Context: an optimization exercise on an open-source flow, tuned for small area. The choices shown serve that exercise and are no tape-out recipe.
Function was checked by simulation only, so behaviour that the tests miss may differ from the original.
Power figures rest on the tool's default switching activity, not on a simulated workload.

## job 2513
==> flow/design.v (excerpt) <==
module necir_core #(
    parameter [7:0] DEV_ADDR       = 8'h00,
    parameter [7:0] CMD_POWER_ON   = 8'h08,
    parameter [7:0] CMD_POWER_OFF  = 8'h09,
    parameter [7:0] CMD_MODE_COOL  = 8'h30,
    parameter [7:0] CMD_MODE_HEAT  = 8'h31,
    parameter [7:0] CMD_MODE_FAN   = 8'h32,
    parameter [7:0] CMD_MODE_DRY   = 8'h33,
    parameter [7:0] CMD_MODE_AUTO  = 8'h34,
    parameter [7:0] TEMP_BASE      = 8'h10,
    parameter [7:0] CMD_FAN_LOW    = 8'h40,
    parameter [7:0] CMD_FAN_MEDIUM = 8'h41,
    parameter [7:0] CMD_FAN_HIGH   = 8'h42,
    parameter [7:0] CMD_FAN_AUTO   = 8'h43
) (
    input             clk,
    input             rst_n,        
    input             soft_rst,     
    input             bus_req,
    input             bus_we,
    input      [1:0]  bus_size,     
    input      [11:0] bus_addr,
    input      [31:0] bus_wdata,
    output            bus_ack,
    output            bus_err,
    output reg [31:0] bus_rdata,
    output reg        tx_call,      
    output            tx_send,      
    output     [15:0] tx_freq,
    output     [15:0] tx_duty,
    output            tx_pvalid,    
    output     [15:0] tx_pdata,
    input             tx_pready,
    input             tx_rvalid,
    input             tx_rerr,
    input      [7:0]  tx_rcode
);
    localparam [15:0] T_HDR_MARK   = 16'd9000;
    localparam [15:0] T_HDR_SPACE  = 16'd4500;
    localparam [15:0] T_BIT_MARK   = 16'd560;
    localparam [15:0] T_ONE_SPACE  = 16'd1690;
  ...
Size in the first run: ~1900 cells after synthesis.
export LEC_CHECK = 0
export CAP_MARGIN = 20
export CORE_MARGIN = 2
export CORE_UTILIZATION = 50
export PLACE_DENSITY = 0.75
export SLEW_MARGIN = 20
create_clock -name core_clock -period 10.0 [get_ports {clk}]
standard.sh (not shown) runs the stock make flow with config.mk's settings and CLKGATE_MAP_FILE= SYNTH_SCRIPT=/design/flow/synth_recipe.tcl, a recipe that flattens the netlist after the stock synthesis.
==> flow/flow/run.sh <==
#!/bin/bash
# The standard ORFS layout (standard.sh) with three changes:
#  - synthesis maps the combinational logic with an area-oriented ABC script
#    (flow/my_synth.tcl, flow/area.abc); registers are mapped as in the standard synthesis;
#  - CTS uses clkbuf_8 with larger sink clusters and no dummy loads;
#  - the ports are buffered with the smallest buffer (buf_1).
# All tool output goes to standard.log; ORFS keeps its per-step logs under orfs/logs.
set -euo pipefail
here=$(pwd)
sed "s#SYNTH_SCRIPT=[^ ]*#SYNTH_SCRIPT=$here/flow/my_synth.tcl#" standard.sh > my_standard.sh
grep -q "SYNTH_SCRIPT=$here/flow/my_synth.tcl" my_standard.sh
export CTS_ARGS="-sink_clustering_enable -repair_clock_nets -dont_use_dummy_load -buf_list {sky130_fd_sc_hd__clkbuf_8} -sink_clustering_size 20 -sink_clustering_max_diameter 50"
export BUFFER_PORTS_ARGS="-buffer_cell sky130_fd_sc_hd__buf_1"
bash my_standard.sh > standard.log 2>&1
==> flow/flow/area.abc <==
strash
&get -n
&deepsyn -T 30
&put
dch -f
map -a
mfs2 -W 6 -F 4
strash
dc2
dch -f
map -a
topo
==> flow/flow/my_synth.tcl <==
# The standard synthesis (synth_recipe.tcl, unchanged), except that Yosys's abc pass
# maps the combinational logic with an area-oriented ABC script (area.abc). Flip-flops are
# mapped before abc, so the registers, their names and cell types are the standard ones.
set ::my_abc_script [file join [file dirname [file normalize [info script]]] area.abc]
proc abc {args} {
  set i [lsearch -exact $args -script]
  if { $i >= 0 } { lset args [expr {$i + 1}] $::my_abc_script }
  yosys abc {*}$args
}
source [file join [file dirname [file dirname [file normalize [info script]]]] synth_recipe.tcl]
Having completed the whole flow, job 2513 delivered a layout that passed the timing, design-rule and antenna checks.
#### Input delta (job 4940 over job 2513)
# job 2513
export LEC_CHECK = 0
export CAP_MARGIN = 20
export CORE_MARGIN = 2
export CORE_UTILIZATION = 50
export PLACE_DENSITY = 0.75
export SLEW_MARGIN = 20
create_clock -name core_clock -period 10.0 [get_ports {clk}]
# job 4940
export LEC_CHECK = 0
export CAP_MARGIN = 20
export CORE_MARGIN = 2
export CORE_UTILIZATION = 60
export SLEW_MARGIN = 20
create_clock -name core_clock -period 10.0 [get_ports {clk}]
==> flow/flow/area.abc <==
strash
&get -n
&deepsyn -T 30
&dch -f
&nf -a
&put
mfs2 -W 6 -F 4
strash
&get -n
&dch -f
&nf -a
&put
Results
- [compare] base=job 2513 new=job 4940: number of buffers created by CTS went up 2, share of final-layout standard cells stronger than drive strength 1 went up 0.69 points.
- The combinational family with the most area after synthesis comes out compound AO/OA/AOI/OAI gates in one run and simple AND/OR/NAND/NOR gates in the other, namely in job 2513 and job 4940 respectively.
- Compared job 2513 against job 4940; global-route congestion overflow total within noise.
- Job 2513 ended up with bus_wdata[26] as its beginning of the critical path; job 4940 ended up with bus_addr[8].
- Total routing resource utilization after global routing is lower on job 2513
For job 1517, these inputs were changed with respect to job 4940:
# job 4940
export LEC_CHECK = 0
export CAP_MARGIN = 20
export CORE_MARGIN = 2
export CORE_UTILIZATION = 60
export SLEW_MARGIN = 20
create_clock -name core_clock -period 10.0 [get_ports {clk}]
# job 1517
export LEC_CHECK = 0
export CAP_MARGIN = 20
export CORE_MARGIN = 2
export CORE_UTILIZATION = 60
export PLACE_DENSITY = 0.72
export SLEW_MARGIN = 20
create_clock -name core_clock -period 10.0 [get_ports {clk}]
==> flow/flow/area.abc <==
strash
&get -n
&deepsyn -T 30
&put
dch -f
map -a
mfs2 -W 6 -F 4
strash
dc2
dch -f
map -a
topo
Results
Fraction of power spent switching nets delta (job 1517 -> job 4940): insignificant. Relative contribution of sequential cells to total power | job 1517 above job 4940. Number of library cell types mapped by synthesis shrinks by more than a quarter when moving from job 4940 to job 1517. From job 4940 to job 1517 the numbers moved as follows: core utilization of the finished layout now smaller; net count of the finished layout now larger; internal power consumption now smaller; clock network power share now smaller; final worst hold slack now smaller. First-iteration DRC count went down by more than 10% going from job 4940 to job 1517. Looking at proportion of synthesized area in mux cells, job 1517 sits 0.15 points below job 4940. The post-synthesis sequential area ratio was comparable across job 4940 and job 1517.
The following lists how job 2118 was set up differently from job 1517:
# job 1517
export LEC_CHECK = 0
export CAP_MARGIN = 20
export CORE_MARGIN = 2
export CORE_UTILIZATION = 60
export PLACE_DENSITY = 0.72
export SLEW_MARGIN = 20
create_clock -name core_clock -period 10.0 [get_ports {clk}]
# job 2118
export LEC_CHECK = 0
export CAP_MARGIN = 20
export CORE_MARGIN = 2
export CORE_UTILIZATION = 60
export SLEW_MARGIN = 20
create_clock -name core_clock -period 10.0 [get_ports {clk}]
Notes after the runs:
The final instance area was comparable across job 2118 and job 1517.
Summary of job 2118 over job 1517: number of clock-tree buffers in the layout moved up, power did not really move, top achievable clock speed went up about 2%, post-route worst setup slack shows an increase of 0.14 ns, clock skew went up 0.016 ns.


Another version of the RTL of necir_core (not shown whole).
Size in the first run: roughly 1,200 flip-flops, ~0.029 mm^2 of cells after synthesis.
export LEC_CHECK = 0
export CAP_MARGIN = 20
export CORE_MARGIN = 2
export CORE_UTILIZATION = 60
export SLEW_MARGIN = 20
create_clock -name core_clock -period 10.0 [get_ports {clk}]
==> flow/flow/run.sh <==
#!/bin/bash
# Standard ORFS layout; CTS with one clock buffer size, larger sink clusters and no dummy
# loads; the smallest buffer on the ports. Output goes to standard.log.
set -euo pipefail
export CTS_ARGS="-sink_clustering_enable -repair_clock_nets -dont_use_dummy_load -buf_list {sky130_fd_sc_hd__clkbuf_16} -sink_clustering_size 32 -sink_clustering_max_diameter 45"
export BUFFER_PORTS_ARGS="-buffer_cell sky130_fd_sc_hd__buf_1"
bash standard.sh > standard.log 2>&1
The baseline finished clean.
Next try:
--- a/flow/flow/run.sh
+++ b/flow/flow/run.sh
@@ -5 +5 @@
-export CTS_ARGS="-sink_clustering_enable -repair_clock_nets -dont_use_dummy_load -buf_list {sky130_fd_sc_hd__clkbuf_16} -sink_clustering_size 32 -sink_clustering_max_diameter 45"
+export CTS_ARGS="-sink_clustering_enable -repair_clock_nets -dont_use_dummy_load -buf_list {sky130_fd_sc_hd__clkbuf_8} -sink_clustering_size 24 -sink_clustering_max_diameter 35"
=> Worst hold slack gets worse by 52 ps. First-iteration DRC count drops by about 4.4%. Die area stays the same. Clock-buffer cell count increases by 32. Final cell count went up by 1.2%. Register-to-register slack gets worse by 50 ps. Wire length went down by about 4.7%. Sequential power barely changes. Via count climbs by 0.54%. Core utilization fell by 1.1 points. Power decreases by about 7%.


Another version of the RTL of necir_core (not shown whole).
For scale: about 1,200 flip-flops, roughly 31,000 sq um of cells after synthesis.
Settings: LEC_CHECK=0, ABC_AREA=1, CAP_MARGIN=20, CORE_MARGIN=2, CORE_UTILIZATION=40, SLEW_MARGIN=20; clock period 10.0 ns.
run.sh (not shown) runs the stock make flow with config.mk's settings and CLKGATE_MAP_FILE= SYNTH_SCRIPT=/design/flow/synth_recipe.tcl, a recipe that flattens the netlist after the stock synthesis.
Stock flow here: none of the scripts above is used.
The baseline finished clean.
Rerun with:
--- a/flow/config.mk
+++ b/flow/config.mk
@@ -6,5 +6,4 @@
 export NUM_CORES = 4
 export LEC_CHECK = 0
-export ABC_AREA = 1
 export CAP_MARGIN = 20
 export CORE_MARGIN = 2
=>
- The changed run passed the timing, design-rule and antenna checks
- design area grows by 0.39%
- setup slack gets better by 0.60 ns
- die area is about the same
- routed wire length barely changes
- worst hold slack got worse by 0.0039 ns
- power came out higher by 1.9%
- maximum frequency increases by 8.0%
- cell count goes down by 6.6%
- clock power goes up by about 4%
- non-clock buffer count goes up by 12
- synthesized area hardly moves
Rerun with:
==> flow/flow/run.sh (new file) <==
#!/bin/bash
# Standard ORFS layout; CTS with clkbuf_8 leaves and no dummy loads, smallest buffer on the ports.
set -euo pipefail
export CTS_ARGS="-sink_clustering_enable -repair_clock_nets -dont_use_dummy_load -buf_list {sky130_fd_sc_hd__clkbuf_8} -sink_clustering_size 24 -sink_clustering_max_diameter 80"
export BUFFER_PORTS_ARGS="-buffer_cell sky130_fd_sc_hd__buf_1"
bash standard.sh > standard.log 2>&1
==> flow/standard.sh (new file) <==
#!/bin/bash
# synth_recipe.tcl (not shown) runs the flow's synth.tcl, then flattens the netlist and writes it again
# the make line also repeats each setting of config.mk as NAME=value (left out here)
make -C /OpenROAD-flow-scripts/flow DESIGN_CONFIG=/design/flow/config.mk WORK_HOME=/design/flow/orfs CLKGATE_MAP_FILE= SYNTH_SCRIPT=/design/flow/synth_recipe.tcl "${@:-finish}"
removed: flow/run.sh
Effect:
- The new run finished clean
- power falls by 26%
- final cell count is lower by about 3.5%
- hold slack degrades by 0.071 ns
- area after synthesis is unchanged
- fmax rises by 7.6%
- final area shrinks by 10%
Rerun with:
==> flow/flow/run.sh (replaced) <==
#!/bin/bash
# Standard ORFS layout; CTS with small clock buffers and no dummy loads, smallest buffer on the ports.
set -euo pipefail
export CTS_ARGS="-sink_clustering_enable -repair_clock_nets -dont_use_dummy_load -buf_list {sky130_fd_sc_hd__clkbuf_4 sky130_fd_sc_hd__clkbuf_8} -sink_clustering_size 16 -sink_clustering_max_diameter 60"
export BUFFER_PORTS_ARGS="-buffer_cell sky130_fd_sc_hd__buf_1"
bash standard.sh > standard.log 2>&1
Outcome: The changed run finished with timing, DRC and antenna clean. Combinational power is about the same. Maximum frequency came out lower by 0.60%. Routed wire length stays flat. Sequential share of layout area shrinks by 0.86 points. Global-route usage stays flat. First-iteration DRC count is higher by 3.6%.
Rerun with:
==> flow/flow/run.sh (replaced) <==
#!/bin/bash
# Standard ORFS layout, with CTS dummy loads disabled and the smallest buffer on the ports.
set -euo pipefail
export CTS_ARGS="-sink_clustering_enable -repair_clock_nets -dont_use_dummy_load"
export BUFFER_PORTS_ARGS="-buffer_cell sky130_fd_sc_hd__buf_1"
bash standard.sh > standard.log 2>&1
--- a/flow/config.mk
+++ b/flow/config.mk
@@ -6,4 +6,5 @@
 export NUM_CORES = 4
 export LEC_CHECK = 0
+export ABC_AREA = 1
 export CAP_MARGIN = 20
 export CORE_MARGIN = 2
What happened: The new run finished clean. Worst setup slack got worse by 0.16 ns. Area after synthesis stays flat. First-iteration DRC count is higher by about 16%. Hold slack is worse by 0.013 ns. Via count goes up by about 4.7%. Design area is higher by about 4.4%. Power is higher by about 18%.


necir_core with an RTL version that a note above also has.
For scale: ~2000 cells after synthesis, roughly 150 I/O pins, roughly 29000 sq um of cells after synthesis.
Settings: LEC_CHECK=0, CAP_MARGIN=20, CORE_MARGIN=2, CORE_UTILIZATION=60, SLEW_MARGIN=20; clock period 10.0 ns.
standard.sh (not shown) runs the stock make flow with config.mk's settings and CLKGATE_MAP_FILE= SYNTH_SCRIPT=/design/flow/synth_recipe.tcl, a recipe that flattens the netlist after the stock synthesis.
==> flow/flow/run.sh <==
#!/bin/bash
# The standard ORFS layout (standard.sh) with three changes:
#  - synthesis maps the combinational logic with an area-oriented ABC script
#    (flow/my_synth.tcl, flow/area.abc); registers are mapped as in the standard synthesis;
#  - CTS uses clkbuf_8 with larger sink clusters and no dummy loads;
#  - the ports are buffered with the smallest buffer (buf_1).
# All tool output goes to standard.log; ORFS keeps its per-step logs under orfs/logs.
set -euo pipefail
here=$(pwd)
sed "s#SYNTH_SCRIPT=[^ ]*#SYNTH_SCRIPT=$here/flow/my_synth.tcl#" standard.sh > my_standard.sh
grep -q "SYNTH_SCRIPT=$here/flow/my_synth.tcl" my_standard.sh
export CTS_ARGS="-sink_clustering_enable -repair_clock_nets -dont_use_dummy_load -buf_list {sky130_fd_sc_hd__clkbuf_8} -sink_clustering_size 20 -sink_clustering_max_diameter 50"
export BUFFER_PORTS_ARGS="-buffer_cell sky130_fd_sc_hd__buf_1"
bash my_standard.sh > standard.log 2>&1
==> flow/flow/area.abc <==
strash
dc2
dch -f
map -a
mfs2
strash
dc2
dch -f
map -a
topo
Scripts as last shown in full above: flow/flow/my_synth.tcl
Next try:
==> flow/flow/area.abc (replaced) <==
strash
&get -n
&deepsyn -T 30
&put
dch -f
map -a
mfs2 -W 6 -F 4
strash
dc2
dch -f
map -a
topo
Outcome:
- count of clock-buffer cells in the layout goes down by 2
- clock power goes down by about 2%
- cell count goes down by 2.9%
- critical path depth goes down by 7
- total power goes down by 0.67%
- sequential cell count stays the same
- worst setup slack is better by 0.083 ns
Next try:
==> flow/flow/run.sh (replaced) <==
#!/bin/bash
# Standard ORFS layout; CTS with one clock buffer size, larger sink clusters and no dummy
# loads; the smallest buffer on the ports. Output goes to standard.log.
set -euo pipefail
export CTS_ARGS="-sink_clustering_enable -repair_clock_nets -dont_use_dummy_load -buf_list {sky130_fd_sc_hd__clkbuf_8} -sink_clustering_size 20 -sink_clustering_max_diameter 50"
export BUFFER_PORTS_ARGS="-buffer_cell sky130_fd_sc_hd__buf_1"
bash standard.sh > standard.log 2>&1
removed: flow/flow/area.abc
removed: flow/flow/my_synth.tcl
After rerunning: The changed run passed the timing, design-rule and antenna checks; setup slack is better by 1.1 ns; clock-buffer cell count rose by 3; register-to-register slack is better by 0.52 ns; power went up by 1.0%; wire length went up by 5.4%; area after synthesis grows by 3.2%.
Next try:
==> flow/flow/run.sh (replaced) <==
#!/bin/bash
# Standard ORFS layout; CTS with one clock buffer size, larger sink clusters and no dummy
# loads; the smallest buffer on the ports. Output goes to standard.log.
set -euo pipefail
export CTS_ARGS="-sink_clustering_enable -repair_clock_nets -dont_use_dummy_load -buf_list {sky130_fd_sc_hd__clkbuf_16} -sink_clustering_size 36 -sink_clustering_max_diameter 55"
export BUFFER_PORTS_ARGS="-buffer_cell sky130_fd_sc_hd__buf_1"
bash standard.sh > standard.log 2>&1
After rerunning:
- wire length is higher by 0.83%
- die area is unchanged
- total power is higher by about 3%

## static timing again, ports no longer ideal
The flow's constraints put no driver on any port. The routed layouts listed below were extracted and timed again, unchanged, in two steps.
Step 1 (the two cells are an assumption about what drives the block):
set clk [get_ports {clk}]
set_driving_cell -lib_cell sky130_fd_sc_hd__clkbuf_16 $clk
set_driving_cell -lib_cell sky130_fd_sc_hd__buf_2 [delete_from_list [all_inputs] $clk]
Step 2 adds t to the input delays and takes it off the output delays; t is the mean of the earliest and latest rising clock arrival at the registers after step 1. Input paths then give back, and output paths get back, about the clock's delay inside the block.
Slacks: no drivers / after step 1 / after step 2; pairs: no drivers / after step 1.
run	t, ns	slack for setup (ns)	worst setup path at the end	latest minus earliest clock arrival (ns)	worst data-port slew with drivers (ns)
job 2513	0.690	2.714 / 2.641 / 2.641	input to output	0.071 / 0.072	0.07
job 4940	0.696	3.143 / 3.113 / 3.113	input to output	0.117 / 0.117	0.10
job 1517	0.697	2.758 / 2.704 / 2.704	input to output	0.080 / 0.080	0.10
job 2118	0.675	2.898 / 2.872 / 2.872	input to output	0.095 / 0.095	0.11
the first run of note 2	0.654	2.907 / 2.888 / 2.888	input to output	0.081 / 0.081	0.09
the second run of note 2	0.726	2.913 / 2.894 / 2.894	input to output	0.122 / 0.122	0.09
the first run of note 3	0.720	1.959 / 1.916 / 1.916	input to output	0.041 / 0.041	0.07
the second run of note 3	0.718	2.556 / 2.512 / 2.512	input to output	0.036 / 0.036	0.12
the third run of note 3	0.697	3.082 / 3.052 / 3.052	input to output	0.108 / 0.109	0.11
the fourth run of note 3	0.697	3.040 / 3.011 / 3.011	input to output	0.084 / 0.084	0.11
the fifth run of note 3	0.697	2.878 / 2.852 / 2.852	input to output	0.083 / 0.083	0.11
the first run of note 4	0.692	1.778 / 1.727 / 1.727	input to output	0.102 / 0.103	0.09
the second run of note 4	0.688	1.861 / 1.841 / 1.841	input to output	0.089 / 0.089	0.08
the third run of note 4	0.683	2.929 / 2.910 / 2.910	input to output	0.092 / 0.092	0.09
the fourth run of note 4	0.648	2.928 / 2.909 / 2.909	input to output	0.099 / 0.100	0.08
After both steps every run listed still meets setup and hold. The setup slack of job 2513, which loses most, moves by -0.073 ns with the drivers and by -0.073 ns with both steps.
